What follows belongs to an exercise in optimizing a design on an open flow for small area; a production flow would make more cautious choices.
In this exercise RTL edits were held to simulation tests only and were not proved equivalent to the original.
Power is estimated from default activity; no workload was simulated.

<file path="flow/flow/run.sh">
#!/bin/bash
# Own layout flow: the standard ORFS flow (standard.sh) with these changes:
#  - synthesis is the standard synthesis script (synth_recipe.tcl, unchanged),
#    except that the ABC call that maps the combinational logic uses the
#    area-oriented script flow/area.abc with a 10 ns delay target instead of
#    ORFS's speed script (registers are mapped before ABC and are unchanged);
#  - the port buffers are sky130_fd_sc_hd__buf_1 (still one per port);
#  - CTS uses clkbuf_8 with larger sink clusters and no dummy loads.
# Each step's full output is in orfs/logs/...; make's own output in flow_make.log.
set -euo pipefail
W=$(pwd)
cat > "$W/flow_synth.tcl" <<EOT
proc abc {args} {
  set i [lsearch \$args -script]
  if {\$i >= 0} { set args [lreplace \$args \$i [expr {\$i+1}] -script $W/flow/area.abc] }
  set j [lsearch \$args -D]
  if {\$j >= 0} { set args [lreplace \$args \$j [expr {\$j+1}] -D 10000] }
  puts "flow_synth.tcl: abc \$args"
  yosys abc {*}\$args
}
source $W/synth_recipe.tcl
EOT
sed "s#SYNTH_SCRIPT=[^ ]*#SYNTH_SCRIPT=$W/flow_synth.tcl#" standard.sh > flow_standard.sh
grep -q "SYNTH_SCRIPT=$W/flow_synth.tcl" flow_standard.sh
bash flow_standard.sh \
  "BUFFER_PORTS_ARGS=-buffer_cell sky130_fd_sc_hd__buf_1" \
  "CTS_ARGS=-sink_clustering_enable -repair_clock_nets -dont_use_dummy_load -buf_list {sky130_fd_sc_hd__clkbuf_4 sky130_fd_sc_hd__clkbuf_8} -sink_clustering_size 16 -sink_clustering_max_diameter 50" \
  finish > flow_make.log 2>&1
</file>
<file path="flow/config.mk">
export PLATFORM = sky130hd
export DESIGN_NAME = swuart_bt
export DESIGN_NICKNAME = swuart_bt
export VERILOG_FILES = /design/flow/design.v
export SDC_FILE = /design/flow/constraint.sdc
export NUM_CORES = 4
export LEC_CHECK = 0
export CAP_MARGIN = 0
export CORE_MARGIN = 2
export CORE_UTILIZATION = 70
export PLACE_DENSITY = 0.8
export SLEW_MARGIN = 0
</file>
<file path="flow/design.v">
module swuart_bt (
    input  wire        clk,
    input  wire        rst,             
    input  wire        tick,            
    input  wire        rx_in,           
    input  wire        state_in,        
    input  wire        req_valid,
    input  wire [15:0] req_word,
    output wire        req_ready,       
    output wire [31:0] resp_data,
    output wire        resp_fault,
    output wire [1:0]  resp_code,
    output wire        tx_out,
    output wire        evt_connect,
    output wire        evt_disconnect
);
    localparam integer NMD_LIMIT       = 60;
    localparam integer TICKS_PER_MS    = 29;
    localparam integer TICKS_PER_EPOCH = 7200;
    localparam [3:0] OP_INIT        = 4'h1;
    localparam [3:0] OP_WAIT_READY  = 4'h2;
    localparam [3:0] OP_STATUS      = 4'h3;
    localparam [3:0] OP_WRITE       = 4'h4;
    localparam [3:0] OP_AVAILABLE   = 4'h5;
    localparam [3:0] OP_READ        = 4'h6;
    localparam [3:0] OP_CLOCK_RESET = 4'h7;
    localparam [3:0] OP_CLOCK_READ  = 4'h8;
    localparam [3:0] OP_CLOCK_PRESET= 4'h9;
    reg         enabled;
    reg         rx_act;           
    reg  [1:0]  rx_sub;           
    reg  [8:0]  rx_sr;
    reg         nmd_f;
    reg         tx_busy;
    reg  [1:0]  tx_sub;
    reg  [8:0]  tx_sr;            
    reg         tx_line;
    reg  [7:0]  ring [0:31];
    reg  [4:0]  rb_hp;            
    reg  [5:0]  rb_cnt;
    reg  [7:0]  rb_pend;
    reg  [31:0] ms_clock;
    reg  [4:0]  ms_sub;
    reg  [12:0] epoch_sub;
    reg  [5:0]  mon;
    reg         epoch_evt;        
    wire        ready_flag = mon[5] | mon[4];
    wire connected     = ready_flag && (&mon[3:0]);
    wire was_connected = mon[5] && (&mon[4:1]);
    assign evt_connect    = epoch_evt && connected && !was_connected;
    assign evt_disconnect = epoch_evt && was_connected && !connected;
    wire [3:0] op   = req_word[15:12];
    wire [3:0] rsv  = req_word[11:8];
    wire [7:0] imm8 = req_word[7:0];
    wire illegal = (op == 4'h0) || (op > OP_CLOCK_PRESET) || (rsv != 4'h0) ||
                   (op != OP_WRITE && op != OP_CLOCK_PRESET && imm8 != 8'h00);
    wire f_already = !illegal && op == OP_INIT && enabled;
    wire f_noten   = !illegal && op != OP_INIT && op != OP_STATUS && !enabled;
    wire fault     = illegal || f_already || f_noten;
    wire rb_empty    = (rb_cnt == 6'd0);
    wire nmd_lim     = rx_sr[0] && !rx_sr[1] && !rx_sr[3] && !rx_sr[4] && !rx_sr[5];
    wire nmd_expired = rx_act ? nmd_f : nmd_lim;
    wire hold = !fault &&
                ((op == OP_WAIT_READY && !ready_flag) ||
                 (op == OP_WRITE      && tx_busy)     ||
                 (op == OP_READ       && rb_empty && !nmd_expired));
    assign req_ready  = !hold;
    assign resp_fault = fault;
    assign resp_code  = {f_already | f_noten, illegal | f_already};
    wire [3:0] rsel_lo = 4'd1 << rb_hp[1:0];
    wire [7:0] rsel_hi = 8'd1 << rb_hp[4:2];
    reg  [7:0] rd_ring;
    reg  [7:0] rd_cls;
    integer j, k;
    always @* begin
        rd_ring = 8'd0;
        for (k = 0; k < 4; k = k + 1) begin
            rd_cls = 8'd0;
            for (j = 0; j < 8; j = j + 1)
                rd_cls = rd_cls | (ring[4*j+k] & {8{rsel_hi[j]}});
            rd_ring = rd_ring | (rd_cls & {8{rsel_lo[k]}});
        end
    end
    wire [7:0] rd_byte = (rb_cnt == 6'd1) ? rb_pend : rd_ring;
    reg [31:0] result;
    always @* begin
        case (op)
            OP_STATUS:     result = {25'd0, tx_line, nmd_expired, rx_act, tx_busy,
                                     connected, ready_flag, enabled};
            OP_AVAILABLE:  result = {26'd0, rb_cnt};
            OP_READ:       result = rb_empty ? 32'd0 : {23'd0, 1'b1, rd_byte};
            OP_CLOCK_READ: result = ms_clock;
            default:       result = 32'd0;
        endcase
    end
    assign resp_data = fault ? 32'd0 : result;
    wire do_req = req_valid && !hold && !fault;
    wire n_enabled = enabled | (do_req && op == OP_INIT);
    wire tk = tick && n_enabled;
    wire pop = do_req && op == OP_READ && !rb_empty;
    wire       rx_done = tk && rx_act && rx_sr[0] && rx_sub == 2'd1;
    wire       full1 = rb_cnt[5] && !pop;    
    wire       push_nf = rx_done && !full1;
    wire [5:0] n_cnt = (pop && !push_nf) ? rb_cnt - 6'd1 :
                       (!pop && push_nf) ? rb_cnt + 6'd1 : rb_cnt;
    wire [4:0] n_hp  = rb_hp + ((pop || (rx_done && full1)) ? 5'd2 : 5'd1);
    wire [4:0] pend_pos = rb_hp + rb_cnt[4:0] - 5'd1;
    wire       wr   = pend_pos[3:0] == 4'hf;
    wire       wr0  = wr && pend_pos[4];
    wire       wr16 = wr && !pend_pos[4];
    integer i;
    always @(posedge clk) begin
        ring[0]  <= wr0  ? rb_pend : ring[31];
        ring[16] <= wr16 ? rb_pend : ring[15];
        for (i = 1; i < 32; i = i + 1)
            if (i != 16) ring[i] <= ring[i-1];
    end
    always @(posedge clk) begin
        rb_hp <= rst ? 5'd0 : n_hp;
        if (rx_done) rb_pend <= rx_sr[8:1];
    end
    wire ms_wrap    = ms_sub[0] == 1'b0 && ms_sub[1] == 1'b0 && ms_sub[3] && ms_sub[4];
    wire epoch_wrap = epoch_sub[12:2] == 11'b11110110100 && epoch_sub[0] == 1'b0;
    wire [4:0]  ms_next    = {ms_sub[3:0], ~(ms_sub[4] ^ ms_sub[1])};
    wire [12:0] epoch_next = {epoch_sub[11:0], ~(epoch_sub[12] ^ epoch_sub[0])};
    wire [5:0]  nmd_next   = {~(rx_sr[0] ^ rx_sr[1]), rx_sr[5:1]};
    wire        ms_load = rst || (do_req && (op == OP_CLOCK_RESET || op == OP_CLOCK_PRESET));
    wire [7:0]  ms_imm  = rst ? 8'd0 : imm8;
    always @(posedge clk)
        ms_clock <= (ms_load ? {4{ms_imm}} : ms_clock) + (!rst && tk && ms_wrap);
    always @(posedge clk) begin
        if (rst) begin
            enabled        <= 1'b0;
            rx_act         <= 1'b0;
            tx_busy        <= 1'b0;
            tx_line        <= 1'b1;
            rb_cnt         <= 6'd0;
            rx_sr[5:0]     <= 6'd0;
            ms_sub         <= 5'd0;
            epoch_sub      <= 13'd0;
            mon            <= 6'd1;
            epoch_evt      <= 1'b0;
        end else begin
            enabled <= n_enabled;
            rb_cnt  <= n_cnt;
            if (do_req && op == OP_WRITE) begin
                tx_sr   <= {1'b1, imm8};
                tx_sub  <= 2'd3;       
                tx_busy <= 1'b1;
            end
            epoch_evt <= tk && epoch_wrap;
            if (tk) begin
                if (!rx_act) begin
                    if (!rx_in) begin
                        rx_sr  <= 9'h100;
                        rx_sub <= 2'd0;
                        rx_act <= 1'b1;
                        nmd_f  <= nmd_lim;
                    end else if (!nmd_lim) begin
                        rx_sr[5:0] <= nmd_next;
                    end
                end else if (rx_sub == 2'd1) begin
                    rx_sub <= 2'd3;
                    if (!rx_sr[0]) begin
                        rx_sr <= {rx_in, rx_sr[8:1]};
                    end else begin
                        rx_sr  <= 9'd0;        
                        rx_act <= 1'b0;
                    end
                end else begin
                    rx_sub <= rx_sub - 2'd1;
                end
                if (tx_busy || (do_req && op == OP_WRITE)) begin
                    if ((do_req && op == OP_WRITE) || tx_sub == 2'd3) begin
                        tx_line <= 1'b0;
                        tx_sub  <= 2'd2;
                    end else if (tx_sub != 2'd0) begin
                        tx_sub <= tx_sub - 2'd1;
                    end else if (tx_sr == 9'd0) begin
                        tx_busy <= 1'b0;
                    end else begin
                        tx_line <= tx_sr[0];
                        tx_sr   <= {1'b0, tx_sr[8:1]};
                        tx_sub  <= 2'd2;
                    end
                end
                ms_sub <= ms_wrap ? 5'd0 : ms_next;
                if (epoch_wrap) begin
                    epoch_sub <= 13'd0;
                    mon       <= {mon[5] | mon[4], mon[3:0], state_in};
                end else begin
                    epoch_sub <= epoch_next;
                end
            end
        end
    end
    assign tx_out = tx_line;
endmodule
</file>
<file path="flow/standard.sh">
#!/bin/bash
# synth_recipe.tcl (not shown) runs the flow's synth.tcl, then flattens the netlist and writes it again
# the make line also repeats each setting of config.mk as NAME=value (left out here)
make -C /OpenROAD-flow-scripts/flow DESIGN_CONFIG=/design/flow/config.mk WORK_HOME=/design/flow/orfs CLKGATE_MAP_FILE= SYNTH_SCRIPT=/design/flow/synth_recipe.tcl "${@:-finish}"
</file>
<file path="flow/flow/area.abc">
strash
&get -n
&fraig -x
&put
scorr
dc2
dretime
strash
&get -n
&dch -f
&nf -R 1000 -p -F 8 -A 4 -a
&put
</file>
<file path="flow/constraint.sdc">
create_clock -name core_clock -period 10.0 [get_ports {clk}]
set_input_delay 2.0000 -clock core_clock [delete_from_list [all_inputs] [get_ports {clk}]]
set_output_delay 2.0000 -clock core_clock [all_outputs]
set_load 0.01 [all_outputs]
</file>
==> summary.md, run 1 <==
| Metric | Value |
|---|---|
| Post-DRT Antenna Nets | `0` |
| # DRC | `0` |
| Synth Instances | `1000` |
| Primary FF master, synth | `dfxtp_1` |
| Total area of sequential cells | `7440 um2` |
| Max VDD drop | `130 uV` |
| Layout cells sized above 1 | `4.44%` |
| # port buffers | `60` |
| Status | `no timing/DRC/antenna violations` |
| DR vias | `8528` |
| Post-synthesis cell type count | `49` |
| GR Util All Layers | `30.0%` |
| Vias in the first global route | `8204` |
| Seq/Total Area, Yosys | `63.8%` |
| Wl on met1 | `11.4 mm` |
| Clock latency on the worst-skew pair | `570 ps` |
| Hold crit path type | `flip-flop to flip-flop` |
| Worst R2R End | `ms_clock[30]` |
| # Post-CTS Setup Buffers | `0` |
| CTS-repair resized insts | `0` |
| Setup CP Type | `input port to flip-flop` |
| CP max-delay cell | `and2_0` |
| Total congestion overflow | `0` |
| Largest stage delay on the critical path | `580 ps` |
| Design area | `12700 um2` |
| Dominant cell type by area after synthesis | `dfxtp_1` |
| Initial DRT Pass Iterations | `7` |
| Largest net degree at the start of global routing | `33` |
| Final slew viol count | `0` |
| Highest routed layer | `met4` |
| Chip width | `133 um` |
| Synth top area cells | `dfxtp_1, edfxtp_1, a222oi_1, nand2_1, nor2_1` |
| Fin crit share | `82.2%` |
| Yosys top cell area share | `57.3%` |
| Clock Path Buffers | `3` |
| R2R depth | `28` |
| Total negative slack | `0 ps` |
| Die Height | `133 um` |
| Mapped Area | `11700 um2` |
| WL met3 | `2.47 mm` |
| Pleak | `4.55 nW` |
| Hold Path End | `ring[23][6]` |
| Initial DRC count | `934` |
| Synth top cells by count | `dfxtp_1, nand2_1, nor2_1` |
| Power Total | `2.51 mW` |
| Post-synth EDFFs | `25` |
| WP data arrival | `8670 ps` |
| Placed Instance Area | `12300 um2` |
| Fin Clk Skew | `23.8 ps` |
| Required time of the worst setup path | `10450 ps` |
| Count leader, synth | `dfxtp_1` |
| Initial Utilization | `71.1%` |
| Fin nets | `1146` |
| Worst-path clk slew | `90 ps` |
| Root Driver | `clkbuf_8` |
| Min Clock Period, post-route | `8220 ps` |
| Layout Utilization | `77.3%` |
| Count of final setup violators | `0` |
| DP HPWL | `17.9 mm` |
| Top Ports | `61` |
| RSZ-0062 raised after global routing | `false` |
| DR vias/cell | `6.45` |
| First-pass GRT wire length | `42.3 mm` |
| YS warnings | `2` |
| Fillcell total | `1093` |
| TritonCTS Buffers | `28` |
| Syn nets | `1041` |
| Critical path peak fanout | `26` |
| H-tree level count | `1` |
| Final hold viol count | `0` |
| Routed len/inst | `20.3 um` |
| Multi-input logic area | `4150 um2` |
| FF-to-FF setup slack | `3170 ps` |
| Length of routed met2 wiring | `12.4 mm` |
| Antenna violations before repair | `0` |
| Inserted Diodes | `0` |
| Worst slew pin tran | `1250 ps` |
| Area grow syn2layout | `8.80%` |
| Hold bufs inserted after CTS | `0` |
| Setup crit end kind | `flip-flop` |
| Die ar. | `17700 um2` |
| Worst setup SP type | `input port` |
| Avg Inst Size Synth | `11.7 um2` |
| Row cnt | `47` |
| Hold path startpoint | `ring[22][6]` |
| TritonCTS clock tree | `built` |
| Clock Sinks | `359` |
| Max-slew headroom | `16.4%` |
| Max Fclk | `0.122 GHz` |
| Placer Congestion | `0.876` |
| Final WL | `26.8 mm` |
| Synth async-reset ratio | `0%` |
| Placed Cells | `1295` |
| Power per Cell Area | `198 nW/um2` |
| MaxCap Viol Count | `0` |
| CP most frequent cell | `nand2_1` |
| #FFs+latches synth | `359` |
| Hold Path Depth | `0` |
| Final Non-Filler Cells | `1323` |
| Reg-to-reg startpoint | `rx_sr[0]` |
| Core ar. | `16400 um2` |
[worst max path at each step]
| stage | start | endpoint | depth (start not counted) |
|---|---|---|---|
| final | req_word[15] | ms_clock[30] | 32 |
| after global routing | req_word[15] | ms_clock[31] | 29 |
| after CTS | req_word[15] | ms_clock[30] | 32 |
| after detailed placement | req_word[15] | ms_clock[30] | 32 |
| after global placement | req_word[15] | ms_clock[30] | 32 |
| after floorplan | req_word[15] | ms_clock[30] | 27 |
[flip-flops by register name, summed over array words and instances, names as in the netlist, 5 cells and up]
register and count:
ring 256, ms_clock 32, epoch_sub 13, rx_sr 9
tx_sr 9, rb_pend 8, mon 6, rb_cnt 6
ms_sub 5, rb_hp 5
[cell families after synthesis]
logic type	Yosys count	share of synthesized area, %
AO/OA/AOI/OAI	260	16.5
flip-flops	359	63.8
XOR/XNOR	40	3.00
AND/OR/NAND/NOR	269	11.3
multiplexers	25	2.33
buffers and inverters	28	0.901
adder cells (fa/ha/maj)	19	2.17
[placed cells by master (no fill, tap or decap), drive strengths merged, types with 6 or more instances in the layout]
cell | netlist | layout
a22oi | 30 | 30
a211oi | 8 | 8
nor2b | 12 | 12
mux2i | 8 | 8
nand2 | 69 | 69
a31oi | 35 | 35
clkbuf | 0 | 28
nand3 | 8 | 8
nor2 | 69 | 69
a222oi | 63 | 63
a21oi | 28 | 28
edfxtp | 25 | 25
clkinv | 28 | 28
buf | 0 | 75
o21ai | 41 | 41
nor3b | 7 | 7
nor3 | 33 | 33
and3 | 29 | 29
mux2 | 17 | 17
dfxtp | 334 | 334
nor4 | 17 | 17
xnor2 | 23 | 23
a22o | 14 | 14
and2 | 8 | 8
xor2 | 17 | 17
ha | 17 | 17
a21o | 8 | 8
o22ai | 6 | 6
a221oi | 8 | 8
[through the flow]
| step | setup slack, ps | hold slack [ps] |
|---|---|---|
| 6_report | 1780 | 333 |
| 5_1_grt | 1100 | 338 |
| 4_1_cts | 1840 | 337 |
| 3_5_place_dp | 1260 | 336 |
| 3_3_place_gp | 1640 | 331 |
| 2_1_floorplan | 1680 | 330 |
[layout make-up]
cell class | count | area share (%)
clock buffers | 28 | 3.04
well taps | 220 | 2.17
repair buffers | 75 | 2.66
multi-input cells | 613 | 32.7
inverters | 28 | 0.828
flip-flops and latches | 359 | 58.6
[layer usage]
| metal | global-route usage, % | vias to the layer above |
|---|---|---|
| li1 | - | 4010 |
| met1 | 41.0 | 4068 |
| met2 | 49.0 | 394 |
| met3 | 5.86 | 56 |
| met4 | 8.84 | 0 |
| met5 | 0 | - |
[where the power goes]
group | switching (mW) | internal (mW)
sequential | 0.106 | 1.63
clock | 0.414 | 0.250
combinational | 0.0631 | 0.0483
[critical path: cells and delay by family]
kind                       cells  cell delay [ps]
adders and majority gates      2              390
and+or+nand+nor               25             5520
xor gates and xnor gates       1              140
AOI/OAI and AO/OA              2              250
buffers and inverters          2              380
==> run 2, diff against run 1 <==
--- a/flow/flow/run.sh
+++ b/flow/flow/run.sh
@@ -24,5 +24,5 @@
 grep -q "SYNTH_SCRIPT=$W/flow_synth.tcl" flow_standard.sh
 bash flow_standard.sh \
   "BUFFER_PORTS_ARGS=-buffer_cell sky130_fd_sc_hd__buf_1" \
-  "CTS_ARGS=-sink_clustering_enable -repair_clock_nets -dont_use_dummy_load -buf_list {sky130_fd_sc_hd__clkbuf_4 sky130_fd_sc_hd__clkbuf_8} -sink_clustering_size 16 -sink_clustering_max_diameter 50" \
+  "CTS_ARGS=-sink_clustering_enable -repair_clock_nets -dont_use_dummy_load -buf_list sky130_fd_sc_hd__clkbuf_4 -sink_clustering_size 12 -sink_clustering_max_diameter 35" \
   finish > flow_make.log 2>&1
==> run 2 against run 1 <==
Still clean on timing, DRC and antenna. Clock skew up 40 ps. Synthesized area unchanged. Sequential share of layout area increased by 0.31 points. Worst setup slack better by 83 ps. Clock power is 7.8% lower. Die area is the same. Worst hold slack lost 23 ps. Core utilization is 0.41 points lower. Non-clock buffer count unchanged. Global-route usage grew 0.41 points. Via count up 0.68%.
==> summary.md, run 2 <==
| Metric | Value |
|---|---|
| Root Driver | `clkbuf_4` |
| Worst slew pin tran | `1250 ps (-4.89 ps)` |
| Max-slew headroom | `16.7% (+0.33 points)` |
| Final WL | `26.8 mm (about the same)` |
| Post-synthesis cell type count | `49 (unchanged)` |
| Max FFs per register | `256 (unchanged)` |
| YS warnings | `2 (unchanged)` |
| Hold Path Depth | `0 (unchanged)` |
| Worst-path clk slew | `110 ps (+20 ps)` |
| Worst setup SP type | `input port` |
| H-tree level count | `2 (+1)` |
| Count of final setup violators | `0 (unchanged)` |
| Final slew viol count | `0 (unchanged)` |
| Die ar. | `17700 um2 (unchanged)` |
| Clock latency on the worst-skew pair | `660 ps (+90 ps)` |
| Commonest non-fill, non-tap cell in the layout | `dfxtp_1` |
| MaxCap Viol Count | `0 (unchanged)` |
| Required time of the worst setup path | `10520 ps (+70 ps)` |
| Top Ports | `61 (unchanged)` |
| Post-Synth XOR/XNOR Area | `3.00% (unchanged)` |
| Initial Utilization | `71.1% (unchanged)` |
| Multi-input logic area | `4150 um2 (unchanged)` |
| # port buffers | `60 (unchanged)` |
| Die Height | `133 um (unchanged)` |
| Post-synth EDFFs | `25 (unchanged)` |
| Layout cells sized above 1 | `5.64% (+1.2 points)` |
| Mapped Area | `11700 um2 (unchanged)` |
| Core ar. | `16400 um2 (unchanged)` |
| R2R depth | `28 (unchanged)` |
| Synth top cells by count | `dfxtp_1, nand2_1, nor2_1` |
| DR vias/cell | `6.42 (-0.45%)` |
| Fin crit share | `81.4% (-0.83 points)` |
| Critical path peak fanout | `26 (unchanged)` |
| Setup CP Type | `input port to flip-flop` |
| Largest family of logic cells by synthesized area | `compound AO/OA/AOI/OAI gates` |
| Syn nets | `1041 (unchanged)` |
| Chip width | `133 um (unchanged)` |
| Synth Area in Simple Gates | `11.3% (unchanged)` |
| Yosys top cell area share | `57.3% (unchanged)` |
| CP most frequent cell | `nand2_1` |
| Fillcell total | `1106 (+1.2%)` |
| CP max-delay cell | `and2_0` |
| Fin Clk Skew | `64.1 ps (+40.3 ps)` |
| Leading cell types in the layout, fill and taps excluded | `dfxtp_1, nand2_1, nor2_1, a222oi_1, buf_1` |
| Vias in the first global route | `8317 (+1.4%)` |
| Post-DRT Antenna Nets | `0 (unchanged)` |
| Synth top area cells | `dfxtp_1, edfxtp_1, a222oi_1, nand2_1, nor2_1` |
| CTS-repair resized insts | `0 (unchanged)` |
| # Post-CTS Setup Buffers | `0 (unchanged)` |
| Power per Cell Area | `195 nW/um2 (-1.5%)` |
| Clock Path Buffers | `3 (unchanged)` |
| Largest net degree at the start of global routing | `33 (unchanged)` |
| Primary FF master, synth | `dfxtp_1` |
| WP data arrival | `8660 ps (about the same)` |
| Clock Sinks | `359 (unchanged)` |
| Status | `no timing/DRC/antenna violations` |
| Hold bufs inserted after CTS | `0 (unchanged)` |
| Dominant cell type by area after synthesis | `dfxtp_1` |
| Hold crit path type | `flip-flop to flip-flop` |
| Fin nets | `1160 (+1.2%)` |
| Final hold viol count | `0 (unchanged)` |
| TritonCTS Buffers | `42 (+50%)` |
| Initial DRT Pass Iterations | `6 (-1)` |
| # DRC | `0 (unchanged)` |
| Placer Congestion | `0.876 (unchanged)` |
| Seq/Total Area, Yosys | `63.8% (unchanged)` |
| Avg Inst Size Synth | `11.7 um2 (unchanged)` |
| RSZ-0062 raised after global routing | `false` |
| Max Fclk | `0.123 GHz (+1.0%)` |
| Biggest register | `ring` |
| Antenna violations before repair | `1 (+1)` |
| Total congestion overflow | `0 (unchanged)` |
| Min Clock Period, post-route | `8140 ps (-83.3 ps)` |
| Adder-cell share of the synthesized area | `2.17% (unchanged)` |
| Setup crit end kind | `flip-flop` |
| GR Util All Layers | `30.4% (+0.41 points)` |
| Largest regs | `ring: 256 flops, ms_clock: 32 flops, epoch_sub: 13 flops` |
| DR vias | `8586 (+0.68%)` |
| Multiplexer share of the synthesized area | `2.33% (unchanged)` |
| #FFs+latches synth | `359 (unchanged)` |
| Total area of sequential cells | `7440 um2 (unchanged)` |
| Synth Area in Compound Gates | `16.5% (unchanged)` |
| Layout Utilization | `76.9% (-0.41 points)` |
| Count leader, synth | `dfxtp_1` |
| Synth async-reset ratio | `0% (unchanged)` |
| Largest stage delay on the critical path | `570 ps (about the same)` |
| Total negative slack | `0 ps (unchanged)` |
| Row cnt | `47 (unchanged)` |
| Pleak | `4.54 nW (-0.18%)` |
| TritonCTS clock tree | `built` |
| Synth Instances | `1000 (unchanged)` |
| DP HPWL | `17.9 mm (unchanged)` |
| Max VDD drop | `110 uV (-15%)` |
| First-pass GRT wire length | `42.6 mm (+0.57%)` |
| Initial DRC count | `928 (-0.64%)` |
| Area grow syn2layout | `8.22%` |
| Routed len/inst | `20.1 um (-1.1%)` |
run 2: cell counts after synthesis:
No cell type changed its count.
run 2: worst max-delay path, delay by kind of cell:
| kind | cells | cell delay, ps |
|---|---|---|
| and+or+nand+nor | 25 | 5510 |
| buffers and inverters | 2 | 380 |
| xor gates and xnor gates | 1 | 140 |
| adders and majority gates | 2 | 380 |
| AOI/OAI and AO/OA | 2 | 260 |
run 2: path summary, 6_finish.rpt:
check               start           end  slack [ps]
max          req_word[15]  ms_clock[30]        1860
min           ring[17][3]   ring[18][3]         310
max reg2reg      rx_sr[0]  ms_clock[30]        3120
min reg2reg   ring[17][3]   ring[18][3]         310
run 2: final cells by class:
class | instances | area share, %
Clock buffer | 42 | 2.50
Inverter | 28 | 0.833
Timing Repair Buffer | 75 | 2.68
Multi-Input combinational cell | 613 | 32.9
Sequential cell | 359 | 58.9
Antenna cell | 1 | 0.0198
Tap cell | 220 | 2.18
run 2: cells by family after synthesis:
family / count (synthesis)
AO/OA/AOI/OAI: 260
XOR/XNOR: 40
adder cells (fa/ha/maj): 19
buffers and inverters: 28
flip-flops: 359
multiplexers: 25
AND/OR/NAND/NOR: 269
run 2: routing by layer:
| metal | global-route usage, % | part of all wire, % | wire length [um] |
|---|---|---|---|
| met1 | 40.9 | 42 | 11400 |
| met2 | 49.9 | 47 | 12500 |
| met4 | 10.1 | 2.1 | 571 |
| met5 | 0 | 0 | 0 |
| met3 | 5.98 | 8.8 | 2350 |
run 2: power breakdown:
group          switching [mW]  internal [mW]
clock                   0.418          0.194
sequential              0.105           1.63
combinational          0.0635         0.0483
total                   0.587           1.87
run 2: metrics by stage:
step	total power [mW]	std cells	instance area, um2	setup slack (ps)	hold WS [ps]
2_1_floorplan	1.80	1000	11700	1680	330
3_3_place_gp	1.87	1295	12300	1640	331
3_5_place_dp	1.87	1295	12300	1260	336
4_1_cts	2.47	1337	12600	1910	302
5_1_grt	2.55	1338	12600	1170	313
6_report	2.46	1338	12600	1860	310
==> run 3, diff against run 2 <==
--- a/flow/flow/run.sh
+++ b/flow/flow/run.sh
@@ -24,5 +24,5 @@
 grep -q "SYNTH_SCRIPT=$W/flow_synth.tcl" flow_standard.sh
 bash flow_standard.sh \
   "BUFFER_PORTS_ARGS=-buffer_cell sky130_fd_sc_hd__buf_1" \
-  "CTS_ARGS=-sink_clustering_enable -repair_clock_nets -dont_use_dummy_load -buf_list sky130_fd_sc_hd__clkbuf_4 -sink_clustering_size 12 -sink_clustering_max_diameter 35" \
+  "CTS_ARGS=-sink_clustering_enable -repair_clock_nets -dont_use_dummy_load -buf_list sky130_fd_sc_hd__clkbuf_4 -sink_clustering_size 10 -sink_clustering_max_diameter 40" \
   finish > flow_make.log 2>&1
==> run 3 against run 2 <==
Clock power is 0.8% higher. Power up 0.19%. Core utilization grew 0.091 points. First-iteration DRC count increased by 0.11%. Worst hold slack worse by 12 ps. Routed wire length is 0.15% lower. Final cell count is 0.15% higher. Largest power group unchanged. Highest routed layer unchanged.
==> summary.md, run 3 <==
| Metric | Value |
|---|---|
| Status | `no timing/DRC/antenna violations` |
| Hold Path End | `ring[25][6]` |
| Power per Cell Area | `195 nW/um2 (about the same)` |
| WP data arrival | `8670 ps (about the same)` |
| FF-to-FF setup slack | `3170 ps (+50 ps)` |
| Mapped Area | `11700 um2 (unchanged)` |
| Post-synth EDFFs | `25 (unchanged)` |
| Pleak | `4.55 nW (+0.20%)` |
| Antenna violations before repair | `1 (unchanged)` |
| Biggest register | `ring` |
| Total negative slack | `0 ps (unchanged)` |
| Setup crit end kind | `flip-flop` |
| Final hold slack | `298 ps (-12.0 ps)` |
| Synth top area cells | `dfxtp_1, edfxtp_1, a222oi_1, nand2_1, nor2_1` |
| Post-synthesis cell type count | `49 (unchanged)` |
| # Post-CTS Setup Buffers | `0 (unchanged)` |
| First-pass GRT wire length | `42.6 mm (+0.16%)` |
| Post-DRT Antenna Nets | `0 (unchanged)` |
| # DRC | `0 (unchanged)` |
| Max FFs per register | `256 (unchanged)` |
| Required time of the worst setup path | `10500 ps (-20 ps)` |
| RSZ-0062 raised after global routing | `false` |
| Clock latency on the worst-skew pair | `670 ps (about the same)` |
| CTS-repair resized insts | `0 (unchanged)` |
| Hold bufs inserted after CTS | `0 (unchanged)` |
| Top Ports | `61 (unchanged)` |
| Initial Utilization | `71.1% (unchanged)` |
| CP most frequent cell | `nand2_1` |
| Reg-to-reg startpoint | `rx_sr[0]` |
| Clock Path Buffers | `3 (unchanged)` |
| Vias in the first global route | `8442 (+1.5%)` |
| Area grow syn2layout | `8.35%` |
| Clock Sinks | `359 (unchanged)` |
| #FFs+latches synth | `359 (unchanged)` |
| Worst setup slack after placement | `1260 ps (unchanged)` |
| Count of final setup violators | `0 (unchanged)` |
| # port buffers | `60 (unchanged)` |
| GR Util All Layers | `30.4% (-0.075 points)` |
| Initial DRC count | `929 (+0.11%)` |
| CP max-delay cell | `and2_0` |
| Hold Path Depth | `0 (unchanged)` |
| R2R depth | `28 (unchanged)` |
| Primary FF master, synth | `dfxtp_1` |
| H-tree level count | `2 (unchanged)` |
| Leading cell types in the layout, fill and taps excluded | `dfxtp_1, nand2_1, nor2_1, a222oi_1, buf_1` |
| Row cnt | `47 (unchanged)` |
| DR vias/cell | `6.43 (+0.14%)` |
| TritonCTS Buffers | `44 (+4.8%)` |
| Largest stage delay on the critical path | `580 ps (about the same)` |
| Worst-path clk slew | `100 ps (about the same)` |
| Die ar. | `17700 um2 (unchanged)` |
| Worst R2R End | `ms_clock[30]` |
| Setup ws final | `1830 ps (-30.8 ps)` |
| Synth top cells by count | `dfxtp_1, nand2_1, nor2_1` |
| Seq/Total Area, Yosys | `63.8% (unchanged)` |
| Avg Inst Size Synth | `11.7 um2 (unchanged)` |
| YS warnings | `2 (unchanged)` |
| Core ar. | `16400 um2 (unchanged)` |
| Total congestion overflow | `0 (unchanged)` |
| Dominant cell type by area after synthesis | `dfxtp_1` |
| Yosys top cell area share | `57.3% (unchanged)` |
| Critical path peak fanout | `26 (unchanged)` |
| Count leader, synth | `dfxtp_1` |
| MaxCap Viol Count | `0 (unchanged)` |
| Root Driver | `clkbuf_4` |
| Design area | `12600 um2 (+0.12%)` |
| DP HPWL | `17.9 mm (unchanged)` |
| Initial DRT Pass Iterations | `6 (unchanged)` |
| Synth async-reset ratio | `0% (unchanged)` |
| Max Fclk | `0.122 GHz (-0.38%)` |
| Fin nets | `1162 (+0.17%)` |
| DR vias | `8611 (+0.29%)` |
| Chip width | `133 um (unchanged)` |
| Setup CP Type | `input port to flip-flop` |
| Layout Utilization | `77.0% (+0.091 points)` |
| Commonest non-fill, non-tap cell in the layout | `dfxtp_1` |
| Hold path startpoint | `ring[24][6]` |
| Final slew viol count | `0 (unchanged)` |
| Worst setup SP type | `input port` |
| Syn nets | `1041 (unchanged)` |
| Hold crit path type | `flip-flop to flip-flop` |
| Layout cells sized above 1 | `5.81% (+0.17 points)` |
| Die Height | `133 um (unchanged)` |
| Max VDD drop | `114 uV (+3.0%)` |
| Synth Instances | `1000 (unchanged)` |
| Placer Congestion | `0.876 (unchanged)` |
| Max-slew headroom | `18.1% (+1.3 points)` |
| Min Clock Period, post-route | `8170 ps (+30.8 ps)` |
| Fin Clk Skew | `94.9 ps (+30.7 ps)` |
| Routed len/inst | `20.0 um (-0.30%)` |
| TritonCTS clock tree | `built` |
| Final hold viol count | `0 (unchanged)` |
| Fin crit share | `81.7% (+0.31 points)` |
| Largest regs | `ring: 256 flops, ms_clock: 32 flops, epoch_sub: 13 flops` |
| Final WL | `26.8 mm (-0.15%)` |
| Placed Instance Area | `12300 um2 (unchanged)` |
| Largest net degree at the start of global routing | `33 (unchanged)` |
| Worst slew pin tran | `1230 ps (-20.2 ps)` |
## run 3: cell counts after synthesis
Identical to the previous run, type by type.
## run 3: cell type report
| cell class | count | area [um2] |
|---|---|---|
| Inverter | 28 | 105 |
| Antenna cell | 1 | 2.50 |
| Clock buffer | 44 | 330 |
| Multi-Input combinational cell | 613 | 4150 |
| Tap cell | 220 | 275 |
| Sequential cell | 359 | 7440 |
| Fill cell | 1103 | 3770 |
| Timing Repair Buffer | 75 | 338 |
## run 3: logic make-up after synthesis
| logic type | Yosys count | share of synthesized area [%] |
|---|---|---|
| mux | 25 | 2.33 |
| flops | 359 | 63.8 |
| fa+ha+maj | 19 | 2.17 |
| simple gates | 269 | 11.3 |
| compound gates | 260 | 16.5 |
| xor+xnor | 40 | 3.00 |
| buf+inv | 28 | 0.901 |
## run 3: metrics by stage
stage                     std cells  power (mW)
after floorplan                1000        1.80
final                          1340        2.47
after CTS                      1339        2.48
after detailed placement       1295        1.87
after global routing           1340        2.56
after global placement         1295        1.87
## run 3: routing by layer
layer  wire length (um)  GRT usage, %
met5                  0             0
met4                605          11.3
met3               2360          6.93
met2              12600          48.8
met1              11200          40.4
## run 3: worst max-delay path by stage
stage,startpoint,endpoint,slack (ps),depth (start not counted)
2_1_floorplan,req_word[15],ms_clock[30],1680,27
3_3_place_gp,req_word[15],ms_clock[30],1640,32
3_5_place_dp,req_word[15],ms_clock[30],1260,32
4_1_cts,req_word[15],ms_clock[30],1900,32
5_1_grt,req_word[15],ms_clock[31],1160,29
6_report,req_word[15],ms_clock[30],1830,32
## run 3: critical path, delay by kind of cell
kind	cells	cell delay (ps)
AO/OA/AOI/OAI	2	260
XOR/XNOR	1	140
adder cells (fa/ha/maj)	2	390
buffers and inverters	2	380
AND/OR/NAND/NOR	25	5510
## run 3: where the power goes
group / switching (mW) / internal [mW]
clock: 0.414 / 0.203
sequential: 0.106 / 1.63
combinational: 0.0633 / 0.0483

==> re-timing with driven ports <==
How much do the figures lean on ideal ports? The routed layouts below were timed once more, with nothing changed but the port constraints. Step 1 sets driving cells, clkbuf_16 on the clock port and buf_2 on the other inputs (assumed; they add their load-dependent delay and slew). Step 2 moves the port delays by t, midway between the first and last clock arrival at a register: inputs arrive t later, outputs are due t later. That takes back most of the time a late clock gives input paths. a / b / c = ideal ports / drivers / drivers and shift; a / b = the first two.
run	shift t [ns]	setup WS [ns]	worst setup path after step 2	worst slew at a driven data input, ns
run 1	0.599	1.779 / 1.799 / 1.201	input to register	0.03
run 2	0.671	1.863 / 1.884 / 1.213	input to register	0.03
run 3	0.665	1.832 / 1.851 / 1.186	input to register	0.03
After both steps setup and hold are still met in every run listed. For run 2, which loses most, drivers alone change the setup slack by +0.021 ns; drivers and shift together by -0.650 ns.
